Background: an optimization exercise with open tools, aiming at small area, a short achievable clock period and few clock cycles per item. Do not read the settings as production practice.
Only simulation tests tie the RTL to the original design; equivalence was not proved.
Power figures rest on the tool's default switching activity, not on a simulated workload.

==> flow/design.v <==
module glyph_decoder (
    input  wire         clk,
    input  wire         rst,
    input  wire         dict_wr,
    input  wire [5:0]   dict_idx,
    input  wire         dict_present,
    input  wire [31:0]  dict_word,
    input  wire         len_wr,
    input  wire [16:0]  dict_len,
    input  wire         in_valid,
    output wire         in_ready,
    input  wire [127:0] in_pix,
    output wire         out_valid,
    input  wire         out_ready,
    output wire [127:0] out_instr,
    output wire [31:0]  out_glyph
);
    localparam         DEPTH    = 64;
    localparam [31:0]  NOP_WORD = 32'h0000_0013;
    localparam [1:0]   S_IDLE = 2'd0,
                       S_DEC  = 2'd1,
                       S_OUT  = 2'd2;
    reg [31:0] dict_mem  [0:DEPTH-1];
    reg        dict_pres [0:DEPTH-1];
    reg [16:0] len_q;
    always @(posedge clk) begin
        if (dict_wr) begin
            dict_mem[dict_idx]  <= dict_word;
            dict_pres[dict_idx] <= dict_present;
        end
    end
    always @(posedge clk) begin
        if (rst)
            len_q <= 17'd0;
        else if (len_wr)
            len_q <= dict_len;
    end
    reg [1:0]   state;
    reg [1:0]   lane;
    reg [127:0] pix_q;
    reg [127:0] instr_q;
    reg [31:0]  glyph_q;
    assign in_ready  = (state == S_IDLE);
    assign out_valid = (state == S_OUT);
    assign out_instr = instr_q;
    assign out_glyph = glyph_q;
    wire [31:0] cur_pix   = pix_q[lane*32 +: 32];
    wire [7:0]  cur_r     = cur_pix[7:0];
    wire [15:0] cur_tok   = cur_pix[23:8];
    wire [7:0]  cur_a     = cur_pix[31:24];
    wire        tok_in_dict = (cur_tok < DEPTH);
    wire [5:0]  tok_idx     = cur_tok[5:0];
    wire        tok_in_len  = ({1'b0, cur_tok} < len_q);
    wire        executable  = (cur_a == 8'hFF);
    wire [31:0] cur_instr = (executable && tok_in_len && tok_in_dict && dict_pres[tok_idx])
                            ? dict_mem[tok_idx] : NOP_WORD;
    always @(posedge clk) begin
        if (rst) begin
            state <= S_IDLE;
            lane  <= 2'd0;
        end else begin
            case (state)
                S_IDLE: begin
                    if (in_valid) begin
                        pix_q <= in_pix;
                        lane  <= 2'd0;
                        state <= S_DEC;
                    end
                end
                S_DEC: begin
                    instr_q[lane*32 +: 32] <= cur_instr;
                    glyph_q[lane*8 +: 8]   <= cur_r;
                    lane <= lane + 2'd1;
                    if (lane == 2'd3)
                        state <= S_OUT;
                end
                S_OUT: begin
                    if (out_ready)
                        state <= S_IDLE;
                end
                default: state <= S_IDLE;
            endcase
        end
    end
endmodule
==> flow/run.sh <==
#!/bin/bash
# synth_recipe.tcl (not shown) runs the flow's synth.tcl, then flattens the netlist and writes it again
# the make line also repeats each setting of config.mk as NAME=value (left out here)
make -C /OpenROAD-flow-scripts/flow DESIGN_CONFIG=/design/flow/config.mk WORK_HOME=/design/flow/orfs CLKGATE_MAP_FILE= SYNTH_SCRIPT=/design/flow/synth_recipe.tcl finish
==> flow/config.mk <==
export PLATFORM = sky130hd
export DESIGN_NAME = glyph_decoder
export DESIGN_NICKNAME = glyph_decoder
export VERILOG_FILES = /design/flow/design.v
export SDC_FILE = /design/flow/constraint.sdc
export NUM_CORES = 4
export LEC_CHECK = 0
export CAP_MARGIN = 20
export CORE_MARGIN = 6
export CORE_UTILIZATION = 35
export SLEW_MARGIN = 20
==> flow/constraint.sdc <==
create_clock -name core_clock -period 10.0 [get_ports {clk}]
set_input_delay 2.0000 -clock core_clock [delete_from_list [all_inputs] [get_ports {clk}]]
set_output_delay 2.0000 -clock core_clock [all_outputs]
set_load 0.01 [all_outputs]
==> metrics.md, run 1 <==
| Metric | Value |
|---|---|
| Status | timing/DRC/antenna clean |
| Layout cells sized above 1 | 0.109 |
| Req. time, crit path | 10620 ps |
| DRT Wirelength | 308 mm |
| Fin. max-slew vios | 0 |
| Final Cell Area | 111000 µm² |
| # hold bufs at CTS | 0 |
| Area growth from synthesis to layout | 16.2% |
| CP Cell Sequence | buf_4 > mux2i_1 > mux2_4 > inv_4 > buf_12 > nor2b_4 > buf_4 > a32o_1 > nor4_1 > a2111oi_4 > buf_4 > or3_1 > o2bb2ai_1 |
| Fin Clk Skew | 45.1 ps |
| P per Cell Area | 198 nW/µm² |
| Worst path max stage delay | 750 ps |
| H-tree depth | 4 |
| WL/cell | 30.1 µm |
| Fill cell count | 24200 |
| WP buf/inv | 5 |
| Crit path capture type | flip-flop |
| Kind of critical path | flip-flop to flip-flop |
| Final hold vios | 0 |
| Syn Nets | 6301 |
| I/O pins | 352 |
| Row Count | 191 |
| Worst vdd ir | 0.153 mV |
| Clock root buffer | clkbuf_16 |
| Top cell type by total area after synthesis | edfxtp_1 |
| Die area | 286000 µm² |
| Clock tree buffer depth | 3 |
| Final Critical Period | 6300 ps |
| Nets | 6640 |
| Die W | 535 µm |
| TritonCTS clock tree | done |
| Setup TNS | 0 ps |
| Prevailing post-synth register cell | edfxtp_1 |
| Sequential Area | 72500 µm² |
| Synth Cell Area | 95700 µm² |
| Rel. slew slack | 0.121 |
| Slowest stage cell, crit path | dfxtp_2 |
| Largest delay share family, worst path | buffers and inverters |
| EDFF count, synth | 2400 |
| Post_cts resized | 0 |
| Static leakage | 35.8 nW |
| Gp weighted congestion | 0.869 |
| Cells after synthesis | 6092 |
| Gr ovfl total | 0 |
| Vias | 58400 |
| DP Worst Slack | 3750 ps |
| Area post-placement | 104000 µm² |
| Worst-Margin Slew | 1320 ps |
| Multi-input gate area | 21800 µm² |
| Post-DP HPWL | 174 mm |
| Pwr Total | 22.0 mW |
| DRC errors left | 0 |
| Fmax | 159 MHz |
| Critical path fanouts, max | 61 |
| Max_cap viols | 0 |
| Most common cell after layout, fill and taps aside | edfxtp_1 |
| 1st-iter DRT viols | 7391 |
| Worst setup SP type | flip-flop |
| Arr. time, crit path | 6930 ps |
| Period utilization | 0.630 |
| CTS Buf Count | 233 |
| I/O Buffers | 351 |
| Initial antenna violation count | 36 |
| Clk sinks | 2421 |
| Final Setup Violations | 0 |
| Vias in the first global route | 56000 |
| Post-synth top area share | 0.753 |
| FFs w/ async S/R, synth | 0 |
| Largest cells by area after synthesis | edfxtp_1 75%, nand2_1 3.9%, mux2i_1 3.4% |
| Synth Area per Inst | 15.7 µm² |
| Pre-antenna DRT Iters | 6 |
| Die height | 535 µm |
| DR vias/cell | 5.72 |
| Post-synth cell types | 71 |
| Initial Util | 0.353 |
| GR Util All Layers | 0.207 |
| Commonest non-fill, non-tap cells in the layout | 2400 x edfxtp_1, 996 x nand2_1, 321 x mux2i_1 |
| Seq cells post-synth | 2421 |
| DRT antenna net count | 0 |
| First-pass GRT wire length | 431 mm |
| Setup bufs post-CTS | 0 |
| Worst hold path type | flip-flop to flip-flop |
| CORE AREA | 271000 µm² |
| Most used cell, CP | buf_4 |
| Clock latency (worst-skew pair) | 910 ps |
| RSZ-0062 raised after global routing | false |
| Synth Warn # | 1 |
| Largest net degree at the start of global routing | 178 |
| Clk pin slew, worst setup/hold paths | 60 ps |
| PnR worst setup slack | 3700 ps |
| Sequential element share of the synthesized area | 0.758 |
[logic make-up after synthesis]
family	share of synthesized area
buf+inv	0.0223
simple gates	0.0796
flops	0.758
mux	0.0476
fa+ha+maj	0.00249
compound gates	0.0901
[worst paths after layout]
check / from / to / slack [ps] / depth (start not counted)
setup / recovery: lane[0] / instr_q[118] / 3700 / 13
hold / removal: len_q[6] / len_q[6] / 500 / 2
setup reg to reg: lane[0] / instr_q[118] / 3700 / 13
hold reg to reg: len_q[6] / len_q[6] / 500 / 2
[sequential cells by signal, summed over array words and instances, names as in the netlist]
register / cells
lane: 2
state: 2
pix_q: 128
dict_mem: 2048
glyph_q: 32
len_q: 17
instr_q: 128
dict_pres: 64
[metrics by stage]
| step | hold WS, ps | std cells | utilization |
|---|---|---|---|
| finish | 500 | 10200 | 0.410 |
| global placement | 477 | 9763 | 0.382 |
| CTS | 506 | 10200 | 0.409 |
| floorplan | 460 | 6092 | - |
| global route | 525 | 10200 | 0.410 |
| detailed placement | 490 | 9765 | 0.382 |
[synth_stat cells (28+ instances only)]
| cell | count |
|---|---|
| and3_1 | 71 |
| buf_2 | 129 |
| a21oi_1 | 111 |
| a311oi_1 | 156 |
| clkbuf_1 | 202 |
| nor2b_1 | 231 |
| a221o_1 | 30 |
| edfxtp_1 | 2400 |
| a31oi_1 | 140 |
| o2bb2ai_1 | 64 |
| a211oi_1 | 256 |
| nand2_1 | 1000 |
| buf_4 | 39 |
| nand3_1 | 107 |
| nor4_1 | 28 |
| mux4_2 | 52 |
| a221oi_1 | 71 |
| mux2i_1 | 321 |
| a22o_1 | 103 |
| nor2_1 | 122 |
| nor3_1 | 64 |
| o21ai_0 | 66 |
[report_power, final]
part / switching (mW) / internal (mW) / total, mW
clock network: 3.88 / 4.81 / 8.70
logic: 1.40 / 0.575 / 1.98
registers: 0.0496 / 11.3 / 11.3
[layer usage]
layer	routed length [µm]	track usage	share of wire
met1	120000	0.274	0.39
met2	144000	0.335	0.47
met3	31900	0.0488	0.10
met4	12100	0.0739	0.039
met5	178	0	0.00058
[final cells by class]
class,instances,share of cell area
Antenna cell,6,0.000135
Multi-Input combinational cell,3228,0.196
Clock inverter,156,0.0130
Timing Repair Buffer,521,0.0434
Sequential cell,2421,0.652
Inverter,26,0.00101
Clock buffer,286,0.0542
Tap cell,3570,0.0402
[worst min-delay path: stages (launching register included)]
cell     delay, ps
dfxtp_1        330
mux2i_1         70
nor2_1          70
Testbench counts, summed over its fixed seeds: cycles 12,288, beats 2,048.
==> run 2, diff against run 1 <==
==> flow/design.v (replaced) <==
module glyph_decoder (
    input  wire         clk,
    input  wire         rst,
    input  wire         dict_wr,
    input  wire [5:0]   dict_idx,
    input  wire         dict_present,
    input  wire [31:0]  dict_word,
    input  wire         len_wr,
    input  wire [16:0]  dict_len,
    input  wire         in_valid,
    output wire         in_ready,
    input  wire [127:0] in_pix,
    output wire         out_valid,
    input  wire         out_ready,
    output wire [127:0] out_instr,
    output wire [31:0]  out_glyph
);
    localparam         DEPTH    = 64;
    localparam [31:0]  NOP_WORD = 32'h0000_0013;
    reg [31:0] dict_mem [0:DEPTH-1];
    reg [6:0]  len_q;                        
    always @(posedge clk) begin
        if (dict_wr)
            dict_mem[dict_idx] <= dict_present ? dict_word : NOP_WORD;
    end
    always @(posedge clk) begin
        if (rst)
            len_q <= 7'd0;
        else if (len_wr)
            len_q <= (dict_len[16:6] != 11'd0) ? 7'd64 : {1'b0, dict_len[5:0]};
    end
    localparam PW = 15;                      
    reg [4*PW-1:0] in_dec;
    integer k;
    always @(*) begin
        for (k = 0; k < 4; k = k + 1)
            in_dec[k*PW +: PW] = {in_pix[k*32 +: 8],
                                  (in_pix[k*32+24 +: 8] == 8'hFF) && (in_pix[k*32+14 +: 10] == 10'd0),
                                  in_pix[k*32+8 +: 6]};
    end
    reg            sk_v, s1_v, o_v;
    reg [4*PW-1:0] sk_q, s1_q;
    reg [127:0]    instr_q;
    reg [31:0]     glyph_q;
    assign in_ready  = !sk_v;
    assign out_valid = o_v;
    assign out_instr = instr_q;
    assign out_glyph = glyph_q;
    wire take_in = in_valid && !sk_v;
    wire o_move  = !o_v || out_ready;        
    wire s1_move = !s1_v || o_move;          
    always @(posedge clk) begin
        if (rst) begin
            sk_v <= 1'b0;
            s1_v <= 1'b0;
            o_v  <= 1'b0;
        end else begin
            if (o_move)
                o_v <= s1_v;
            if (s1_move)
                s1_v <= sk_v || take_in;
            if (s1_move)
                sk_v <= 1'b0;
            else if (take_in)
                sk_v <= 1'b1;
        end
    end
    always @(posedge clk) begin
        if (s1_move)
            s1_q <= sk_v ? sk_q : in_dec;
        if (!s1_move && take_in)
            sk_q <= in_dec;
    end
    reg [127:0] look;
    reg [31:0]  glyph_d;
    integer j;
    always @(*) begin
        for (j = 0; j < 4; j = j + 1) begin
            look[j*32 +: 32] = (s1_q[j*PW+6] && ({1'b0, s1_q[j*PW +: 6]} < len_q))
                               ? dict_mem[s1_q[j*PW +: 6]] : NOP_WORD;
            glyph_d[j*8 +: 8] = s1_q[j*PW+7 +: 8];
        end
    end
    always @(posedge clk) begin
        if (o_move && s1_v) begin
            instr_q <= look;
            glyph_q <= glyph_d;
        end
    end
endmodule
==> metrics.md, run 2 <==
| Metric | Value |
|---|---|
| Status | timing/DRC/antenna clean |
| WL/cell | 45.6 µm |
| Multi-input gate area | 63800 µm² |
| Synth Area per Inst | 18.5 µm² |
| FFs w/ async S/R, synth | 0 |
| Req. time, crit path | 10560 ps |
| Crit path to | instr_q[121] |
| Kind of critical path | flip-flop to flip-flop |
| Layout cells sized above 1 | 0.402 |
| Synth Cell Area | 137000 µm² |
| Max reg flops | 2048 |
| GR Util All Layers | 0.285 |
| Post_cts resized | 0 |
| Worst hold path type | flip-flop to flip-flop |
| Largest Register | dict_mem |
| Setup TNS | 0 ps |
| DR vias/cell | 7.30 |
| Top cell type by total area after synthesis | edfxtp_1 |
| H-tree depth | 5 |
| Worst vdd ir | 0.134 mV |
| Static leakage | 44.8 nW |
| Worst r2r dst | instr_q[121] |
| Initial Util | 0.352 |
| Final Critical Period | 5090 ps |
| Sequential Area | 70100 µm² |
| Gr ovfl total | 0 |
| Placed insts | 12500 |
| 1st-iter DRT viols | 17600 |
| Area growth from synthesis to layout | 13.8% |
| FF-to-FF path depth | 8 |
| Initial antenna violation count | 52 |
| Commonest non-fill, non-tap cells in the layout | 2328 x edfxtp_1, 2102 x mux4_2, 368 x a22oi_1 |
| Arr. time, crit path | 5650 ps |
| Crit path capture type | flip-flop |
| Row Count | 229 |
| Fmax | 196 MHz |
| Prevailing post-synth register cell | edfxtp_1 |
| Post-DP HPWL | 364 mm |
| Fill cell count | 34800 |
| Fin Clk Skew | 43.4 ps |
| Final hold vios | 0 |
| CTS Buf Count | 270 |
| Clock latency (worst-skew pair) | 940 ps |
| CP Cell Sequence | buf_12 > buf_4 > buf_4 > mux4_2 > a221oi_1 > o21ai_0 > o21ai_0 > nor3_1 |
| Worst-Margin Slew | 1300 ps |
| Setup bufs post-CTS | 0 |
| Worst path max stage delay | 680 ps |
| Critical path fanouts, max | 65 |
| Pwr Total | 24.4 mW |
| RSZ-0062 raised after global routing | false |
| DRT Wirelength | 596 mm |
| Pre-antenna DRT Iters | 7 |
| DRC errors left | 0 |
| TritonCTS clock tree | done |
| Largest cells by area after synthesis | edfxtp_1 51%, mux4_2 35%, mux2i_1 2.1% |
| Clock tree buffer depth | 4 |
| Syn Nets | 7615 |
| RR Startpoint | s1_q[45] |
| DRT antenna net count | 0 |
| Die area | 406000 µm² |
| Sequential element share of the synthesized area | 0.512 |
| CORE AREA | 389000 µm² |
| Clk sinks | 2338 |
| Reg2Reg Setup Slack | 4910 ps |
| Slowest stage cell, crit path | buf_4 |
| Worst setup startpoint | s1_q[45] |
| Gp weighted congestion | 0.956 |
| Seq cells post-synth | 2338 |
| Non-Filler Instances | 13100 |
| Post-synth top area share | 0.511 |
| EDFF count, synth | 2328 |
| Nets | 7834 |
| Largest net degree at the start of global routing | 109 |
| Clk pin slew, worst setup/hold paths | 70 ps |
| Vias in the first global route | 93300 |
| Die height | 637 µm |
| First-pass GRT wire length | 803 mm |
| Most common cell after layout, fill and taps aside | edfxtp_1 |
| Registers with the most flip-flops | dict_mem x2048, instr_q x128 |
| Post-synth cell types | 66 |
| Period utilization | 0.509 |
| P per Cell Area | 157 nW/µm² |
| I/O Buffers | 351 |
| Synth Warn # | 1 |
| Die W | 637 µm |
| Clock root buffer | clkbuf_16 |
| Synth cell count leaders | 2328 x edfxtp_1, 2102 x mux4_2, 368 x a22oi_1 |
| Max_cap viols | 0 |
| Rel. slew slack | 0.126 |
| Vias | 95400 |
| # hold bufs at CTS | 0 |
| Fin. max-slew vios | 0 |
| Most numerous cell in the Yosys netlist | edfxtp_1 |
| Cells after synthesis | 7405 |
| Worst setup SP type | flip-flop |
| I/O pins | 352 |
| Final Setup Violations | 0 |
==> run 2: worst min-delay path by stage <==
stage	to	from	cells after the start	slack [ps]
finish	glyph_q[2]	s1_q[9]	0	420
global route	glyph_q[24]	s1_q[52]	0	420
CTS	glyph_q[21]	s1_q[42]	0	420
detailed placement	glyph_q[13]	s1_q[27]	0	410
global placement	glyph_q[21]	s1_q[42]	0	400
floorplan	glyph_q[0]	s1_q[7]	0	400
==> run 2: per-layer routing <==
metal  vias to the layer above  routed length, µm  share of wire  global-route usage
met5                         -                103        0.00017                   0
met4                        16              52200          0.088               0.197
met1                     49700             196000           0.33               0.351
li1                      33800                  -              -                   -
met3                      2061              97400           0.16               0.121
met2                      9887             251000           0.42               0.405
==> run 2: final cells by class <==
cell class,instances,area share
Inverter,18,0.000506
Tap cell,5197,0.0418
Multi-Input combinational cell,4311,0.410
Clock buffer,328,0.0458
Timing Repair Buffer,685,0.0415
Clock inverter,152,0.00964
Antenna cell,37,0.000595
Sequential cell,2338,0.450
==> run 2: kinds of logic after synthesis <==
family          share of synthesized area
fa+ha+maj                         0.00183
compound gates                     0.0590
mux                                 0.378
simple gates                       0.0215
flops                               0.512
buf+inv                            0.0268
==> run 2: stage by stage <==
step	cell area, µm²	setup WS (ps)	hold slack, ps	util
after global routing	156000	4830	425	0.400
after global placement	147000	4250	401	0.377
after floorplan	137000	167	400	-
after CTS	156000	4860	417	0.400
final	156000	4910	416	0.400
after detailed placement	147000	4360	405	0.378
==> run 2: worst max-delay path, delay by kind of cell, from the launching register on <==
kind	cells	cell delay, ps
AOI/OAI and AO/OA	3	1020
buffers and inverters	3	1810
DFF	1	660
muxes	1	600
and+or+nand+nor	1	320
==> run 2: power by group <==
group / internal (mW) / switching (mW) / total [mW]
Clock: 5.68 / 4.34 / 10.0
Combinational: 1.28 / 2.14 / 3.42
Sequential: 10.9 / 0.0790 / 11.0
Total: 17.8 / 6.56 / 24.4
Testbench counts of run 2, summed over its fixed seeds: cycles 2,064, beats 2,048.
==> run 3, diff against run 2 <==
==> flow/flow/run.sh (new file) <==
#!/bin/bash
# Layout flow: the standard layout (standard.sh, unchanged synthesis and
# steps), with repair_timing asked to reach a setup margin beyond the 10 ns
# clock so that the achieved period shrinks.  The SDC (clock period, I/O
# delays, loads) is the standard flow's own and is not touched.
set -euo pipefail
export SETUP_SLACK_MARGIN=${GD_SETUP_MARGIN:-6.5}
bash standard.sh > standard.log 2>&1
==> flow/standard.sh (new file) <==
#!/bin/bash
# synth_recipe.tcl (not shown) runs the flow's synth.tcl, then flattens the netlist and writes it again
# the make line also repeats each setting of config.mk as NAME=value (left out here)
make -C /OpenROAD-flow-scripts/flow DESIGN_CONFIG=/design/flow/config.mk WORK_HOME=/design/flow/orfs CLKGATE_MAP_FILE= SYNTH_SCRIPT=/design/flow/synth_recipe.tcl "${@:-finish}"
removed: flow/run.sh
==> metrics.md, run 3 <==
| Metric | Value |
|---|---|
| Status | timing/DRC/antenna clean |
| Crit path capture type | output port |
| Clk sinks | 2338 |
| Sequential element share of the synthesized area | 0.512 |
| Non-Filler Instances | 13200 |
| CORE AREA | 389000 µm² |
| CTS Buf Count | 275 |
| Clk pin slew, worst setup/hold paths | 60 ps |
| Layout cells sized above 1 | 0.445 |
| Largest Register | dict_mem |
| Fin Clk Skew | 38.7 ps |
| Setup TNS | 0 ps |
| Initial Util | 0.352 |
| DRT antenna net count | 0 |
| I/O Buffers | 351 |
| Clock root buffer | clkbuf_16 |
| DRC errors left | 0 |
| FFs w/ async S/R, synth | 0 |
| RSZ-0062 raised after global routing | true |
| Switching portion of total power | 0.265 |
| Seq cells post-synth | 2338 |
| Worst path max stage delay | 930 ps |
| Largest delay share family, worst path | flip-flops |
| Final Cell Area | 159000 µm² |
| Arr. time, crit path | 2080 ps |
| Most common cell after layout, fill and taps aside | edfxtp_1 |
| # hold bufs at CTS | 0 |
| Worst-Margin Slew | 1240 ps |
| Worst hold path type | flip-flop to flip-flop |
| DRT Wirelength | 618 mm |
| Vias | 96900 |
| Slowest stage cell, crit path | edfxtp_1 |
| Sw power | 6.61 mW |
| Post-synth top area share | 0.511 |
| Gp weighted congestion | 0.970 |
| Max reg flops | 2048 |
| Final hold vios | 0 |
| 1st-iter DRT viols | 18000 |
| Area post-placement | 147000 µm² |
| Period utilization | 0.408 |
| Syn Nets | 7615 |
| Placed insts | 12500 |
| Initial antenna violation count | 47 |
| WL/cell | 46.9 µm |
| I/O pins | 352 |
| Final Critical Period | 4080 ps |
| Synth Warn # | 1 |
| WP buf/inv | 1 |
| Nets | 7930 |
| Synth Area per Inst | 18.5 µm² |
| Clock latency (worst-skew pair) | 910 ps |
| Cells after synthesis | 7405 |
| Rel. slew slack | 0.173 |
| Vias in the first global route | 94000 |
| Final Setup Violations | 0 |
| Clock tree buffer depth | 4 |
| DR vias/cell | 7.36 |
| Synth cell count leaders | 2328 x edfxtp_1, 2102 x mux4_2, 368 x a22oi_1 |
| Req. time, crit path | 8000 ps |
| Worst vdd ir | 0.125 mV |
| Worst setup SP type | flip-flop |
| Most numerous cell in the Yosys netlist | edfxtp_1 |
| First-pass GRT wire length | 824 mm |
| Largest cells by area after synthesis | edfxtp_1 51%, mux4_2 35%, mux2i_1 2.1% |
| Die W | 637 µm |
| Area growth from synthesis to layout | 16.3% |
| Top cell type by total area after synthesis | edfxtp_1 |
| Post-DP HPWL | 357 mm |
| Commonest non-fill, non-tap cells in the layout | 2328 x edfxtp_1, 2102 x mux4_2, 368 x a22oi_1 |
| Max_cap viols | 0 |
| Fin. max-slew vios | 0 |
| Gr ovfl total | 0 |
| P per Cell Area | 157 nW/µm² |
| EDFF count, synth | 2328 |
| Critical path fanouts, max | 1 |
| Fmax | 245 MHz |
| Internal power | 18.4 mW |
| CP Cell Sequence | buf_2 |
| Clock Power Share | 0.415 |
| Part of the power in registers | 0.439 |
| GR Util All Layers | 0.294 |
| Pre-antenna DRT Iters | 7 |
| Synth Cell Area | 137000 µm² |
| Comb pwr share | 0.146 |
| Largest net degree at the start of global routing | 98 |
| Die area | 406000 µm² |
| TritonCTS clock tree | done |
| Static leakage | 46.5 nW |
| Kind of critical path | flip-flop to output port |
| Row Count | 229 |
| Die height | 637 µm |
| Prevailing post-synth register cell | edfxtp_1 |
| H-tree depth | 5 |
| Registers with the most flip-flops | dict_mem x2048, instr_q x128 |
| Post-synth cell types | 66 |
[run 3: stage by stage]
stage	setup WS [ps]	hold WS, ps	power, mW	util
floorplan	5170	400	13.1	-
detailed placement	4650	408	14.5	0.378
global placement	4650	401	14.4	0.378
finish	5920	414	25.0	0.409
global route	5940	426	25.4	0.409
CTS	6100	419	24.8	0.407
[run 3: cell type report]
type / count / area, µm²
Clock inverter: 150 / 1560
Inverter: 18 / 93.8
Fill cell: 34400 / 230000
Tap cell: 5197 / 6500
Sequential cell: 2338 / 70100
Antenna cell: 49 / 123
Multi-Input combinational cell: 4313 / 64600
Timing Repair Buffer: 774 / 8690
Clock buffer: 338 / 7400
[run 3: timing repair]
action	in CTS	in global routing
setup buffers	62	6
resized for setup	1048	91
endpoints found under the setup margin	2460	762
pin swaps	17	4
gates cloned	32	7
[run 3: final timing paths]
check | startpoint | endpoint | slack, ps | cells past startpoint
max | instr_q[63] | out_instr[63] | 5920 | 1
max reg2reg | s1_q[49] | instr_q[102] | 6330 | 9
min | s1_q[14] | glyph_q[7] | 410 | 0
min reg2reg | s1_q[14] | glyph_q[7] | 410 | 0
[run 3: power groups by stage]
stage               combinational [mW]  clock, mW  sequential, mW
floorplan                         1.96          0            11.1
global placement                  3.28          0            11.2
detailed placement                3.29          0            11.2
CTS                               3.48       10.4            11.0
global route                      3.65       10.7            11.0
finish                            3.65       10.3            11.0
[run 3: layer usage]
layer / vias to the layer above / wire length [µm] / track usage
li1: 34000 / - / -
met3: 2242 / 107000 / 0.129
met4: 22 / 59100 / 0.222
met5: - / 139 / 0
met2: 10400 / 253000 / 0.408
met1: 50200 / 199000 / 0.362
[run 3: cells by family (layout without fill, tap and decap cells)]
logic type      Yosys count  in the layout  share of synthesized area
simple gates            615            617                     0.0215
other cells               0             49                          0
flops                  2338           2338                      0.512
mux                    2526           2526                      0.378
fa+ha+maj                20             20                    0.00183
buf+inv                 756           1280                     0.0268
compound gates         1150           1150                     0.0590
==> run 4, diff against run 3 <==
--- a/flow/design.v
+++ b/flow/design.v
@@ -81,10 +81,22 @@
             glyph_d[j*8 +: 8] = s1_q[j*PW+7 +: 8];
         end
     end
+    wire [127:0] instr_d;
+    wire [31:0]  glyph_dd;
+    genvar b;
+    generate
+        for (b = 0; b < 128; b = b + 1) begin : oi
+            gd_mux2 u (.s(o_move), .a(instr_q[b]), .b(look[b]), .y(instr_d[b]));
+        end
+        for (b = 0; b < 32; b = b + 1) begin : og
+            gd_mux2 u (.s(o_move), .a(glyph_q[b]), .b(glyph_d[b]), .y(glyph_dd[b]));
+        end
+    endgenerate
     always @(posedge clk) begin
-        if (o_move && s1_v) begin
-            instr_q <= look;
-            glyph_q <= glyph_d;
-        end
+        instr_q <= instr_d;
+        glyph_q <= glyph_dd;
     end
 endmodule
+module gd_mux2 (input wire s, a, b, output wire y);
+    assign y = s ? b : a;
+endmodule
==> flow/flow/run.sh (replaced) <==
#!/bin/bash
# Layout flow: the standard layout (standard.sh, unchanged synthesis and
# steps) with two changes in how the layout is made:
#  - repair_timing is asked to reach a setup margin beyond the 10 ns clock,
#    so that the achieved period shrinks.  The SDC (clock period, I/O
#    delays, loads) is the standard flow's own and is not touched.
#  - clock tree synthesis inserts no dummy loads (cells that only balance
#    the tree and add area); the clock still reaches every register through
#    the standard flow's clock buffers.
set -euo pipefail
export SETUP_SLACK_MARGIN=${GD_SETUP_MARGIN:-6.5}
export CTS_ARGS="-sink_clustering_enable -repair_clock_nets -dont_use_dummy_load -sink_clustering_size 20 -sink_clustering_max_diameter 60"
bash standard.sh > standard.log 2>&1
--- a/flow/config.mk
+++ b/flow/config.mk
@@ -8,4 +8,8 @@
 export CAP_MARGIN = 20
 export CORE_MARGIN = 6
 export CORE_UTILIZATION = 35
+export CTS_CLUSTER_DIAMETER = 60
+export CTS_CLUSTER_SIZE = 20
 export SLEW_MARGIN = 20
+export SYNTH_HIERARCHICAL = 1
+export SYNTH_MINIMUM_KEEP_SIZE = 0
==> metrics.md, run 4 <==
| Metric | Value |
|---|---|
| CORE AREA | 397000 µm² |
| Fmax | 268 MHz |
| Synth cell count leaders | 2168 x edfxtp_1, 2116 x mux4_2, 415 x mux2i_1 |
| Worst-Margin Slew | 1250 ps |
| 1st-iter DRT viols | 18900 |
| TritonCTS clock tree | done |
| I/O pins | 352 |
| Initial antenna violation count | 84 |
| First-pass GRT wire length | 882 mm |
| Commonest non-fill, non-tap cells in the layout | 2168 x edfxtp_1, 2116 x mux4_2, 408 x mux2i_1 |
| GR Util All Layers | 0.310 |
| EDFF count, synth | 2168 |
| PnR worst setup slack | 6270 ps |
| Die area | 415000 µm² |
| CTS Buf Count | 216 |
| Beginning of the worst hold path | s1_q[39] |
| Sequential element share of the synthesized area | 0.493 |
| Registers with the most flip-flops | dict_mem x2048, instr_q x128 |
| WL/cell | 49.7 µm |
| CP Cell Sequence | inv_16 > buf_12 > nor2_4 > buf_6 > a221oi_1 > o21ai_0 > o211ai_1 > nor3_2 > mux2_4 |
| Synth Warn # | 7 |
| Static leakage | 47.4 nW |
| Synth Area per Inst | 18.0 µm² |
| Gp weighted congestion | 0.976 |
| Fin. max-slew vios | 0 |
| DRT antenna net count | 0 |
| Period utilization | 0.373 |
| DRC errors left | 0 |
| Worst hold path type | flip-flop to flip-flop |
| DP Worst Slack | 4270 ps |
| Req. time, crit path | 10840 ps |
| Cells after synthesis | 7761 |
| Nets | 8295 |
| Status | timing/DRC/antenna clean |
| DR vias/cell | 7.55 |
| Initial Util | 0.353 |
| Layout cells sized above 1 | 0.453 |
| Worst path max stage delay | 720 ps |
| Post-synth top area share | 0.465 |
| Post-DP HPWL | 409 mm |
| Row Count | 231 |
| Max reg flops | 2048 |
| Max_cap viols | 0 |
| Most numerous cell in the Yosys netlist | edfxtp_1 |
| Rel. slew slack | 0.164 |
| Reg2Reg Setup Slack | 6270 ps |
| Slowest stage cell, crit path | dfxtp_4 |
| Largest Register | dict_mem |
| Most common cell after layout, fill and taps aside | edfxtp_1 |
| P per Cell Area | 140 nW/µm² |
| Critical path fanouts, max | 36 |
| Gr ovfl total | 0 |
| Pwr Total | 22.2 mW |
| Worst setup SP type | flip-flop |
| Final hold vios | 0 |
| Area growth from synthesis to layout | 13.4% |
| Synth Cell Area | 140000 µm² |
| Final Setup Violations | 0 |
| Setup TNS | 0 ps |
| Largest cells by area after synthesis | edfxtp_1 47%, mux4_2 34%, mux2i_1 3.0% |
| Pre-antenna DRT Iters | 8 |
| Die W | 644 µm |
| I/O Buffers | 351 |
| Clk pin slew, worst setup/hold paths | 80 ps |
| Vias | 101000 |
| H-tree depth | 4 |
| Fin Clk Skew | 146 ps |
| Clk sinks | 2362 |
| Die height | 644 µm |
| Seq cells post-synth | 2362 |
| Clock root buffer | clkbuf_16 |
| Largest net degree at the start of global routing | 95 |
| Arr. time, crit path | 4580 ps |
| Top cell type by total area after synthesis | edfxtp_1 |
| Clock tree buffer depth | 4 |
| Vias in the first global route | 95300 |
| Post-synth cell types | 79 |
| Syn Nets | 7971 |
| Crit path capture type | flip-flop |
| RSZ-0062 raised after global routing | true |
| Prevailing post-synth register cell | edfxtp_1 |
| Clock latency (worst-skew pair) | 1010 ps |
| Kind of critical path | flip-flop to flip-flop |
| DRT Wirelength | 668 mm |
| Final Critical Period | 3730 ps |
| FFs w/ async S/R, synth | 0 |
| Worst vdd ir | 0.157 mV |
[run 4: layer usage]
| metal | vias to the layer above | wire, µm | track usage |
|---|---|---|---|
| met1 | 52400 | 211000 | 0.364 |
| met5 | - | 441 | 0.00705 |
| met2 | 11300 | 278000 | 0.434 |
| met4 | 52 | 62000 | 0.224 |
| met3 | 2757 | 117000 | 0.159 |
| li1 | 34900 | - | - |
[run 4: cell families after synthesis]
family | Yosys count | share of synthesized area
muxes | 2806 | 0.397
DFF | 2362 | 0.493
adders and majority gates | 20 | 0.00179
buffers and inverters | 762 | 0.0326
and+or+nand+nor | 844 | 0.0287
AOI/OAI and AO/OA | 967 | 0.0473
[run 4: worst paths after layout]
path                  to  cells after the start
min reg2reg  glyph_q[18]                      1
max          instr_q[81]                      9
min          glyph_q[18]                      1
max reg2reg  instr_q[81]                      9
[run 4: Yosys stat by module, one instance, submodules excluded]
module         flip-flops and latches  times used
gd_mux2                             0         160
glyph_decoder                    2362           1
[run 4: critical path: cells and delay by family (launching register included)]
family          cells  cell delay (ps)
buf+inv             3             1040
compound gates      3              810
flops               1              720
simple gates        2              640
mux                 1              220
[run 4: repair_timing]
item	in CTS	in global routing
endpoints found under the setup margin	2351	118
hold buffers	0	0
setup buffers	98	7
gates cloned	21	5
pin swaps	40	11
resized for setup	1194	96
[run 4: stage by stage]
step | hold slack (ps) | instance area, µm² | std cells | utilization
after floorplan | 440 | 141000 | 7761 | -
after global placement | 455 | 150000 | 13000 | 0.377
after global routing | 449 | 158000 | 13300 | 0.399
after detailed placement | 459 | 150000 | 13000 | 0.377
final | 442 | 159000 | 13400 | 0.400
after CTS | 446 | 158000 | 13300 | 0.398
[run 4: area by class of cell]
type / count / area [µm²]
fillers: 35100 / 238000
flip-flops and latches: 2362 / 69200
multi-input cells: 4637 / 67900
repair buffers: 840 / 9130
well taps: 5242 / 6560
clock buffers: 216 / 5410
diodes: 106 / 265
inverters: 28 / 148
[run 4: power by group]
part,switching [mW],total [mW],internal (mW)
Combinational,2.35,3.75,1.41
Clock,3.70,7.46,3.77
Sequential,0.107,11.0,10.9
Total,6.15,22.2,16.0
Testbench counts of run 4, summed over its fixed seeds: cycles 2,064, beats 2,048.

what the ideal ports hide:
In the flow no input, the clock included, has a driving cell. The finished layouts below were timed again as built, in two steps. Step 1: set_driving_cell puts a clkbuf_16 on clk and a buf_2 on each other input, an assumption about the parent block. Step 2 times the ports against the registers' clock, not the clock port: input delays grow and output delays shrink by t, the midpoint of the rising clock arrivals with the driver on. Slacks: ideal / step 1 / step 2; pairs: ideal / step 1.
| run | shift t [ns] | setup slack, ns | clock arrival spread, ns |
|---|---|---|---|
| run 1 | 0.978 | 3.696 / 3.696 / 3.696 | 0.053 / 0.053 |
| run 2 | 1.047 | 4.907 / 4.907 / 4.230 | 0.060 / 0.061 |
| run 3 | 0.988 | 5.920 / 5.811 / 5.505 | 0.057 / 0.057 |
| run 4 | 1.050 | 6.266 / 6.263 / 5.398 | 0.157 / 0.158 |
After both steps setup and hold are still met in every run listed. For run 4, which loses most, drivers alone change the setup slack by -0.003 ns; drivers and shift together by -0.868 ns.
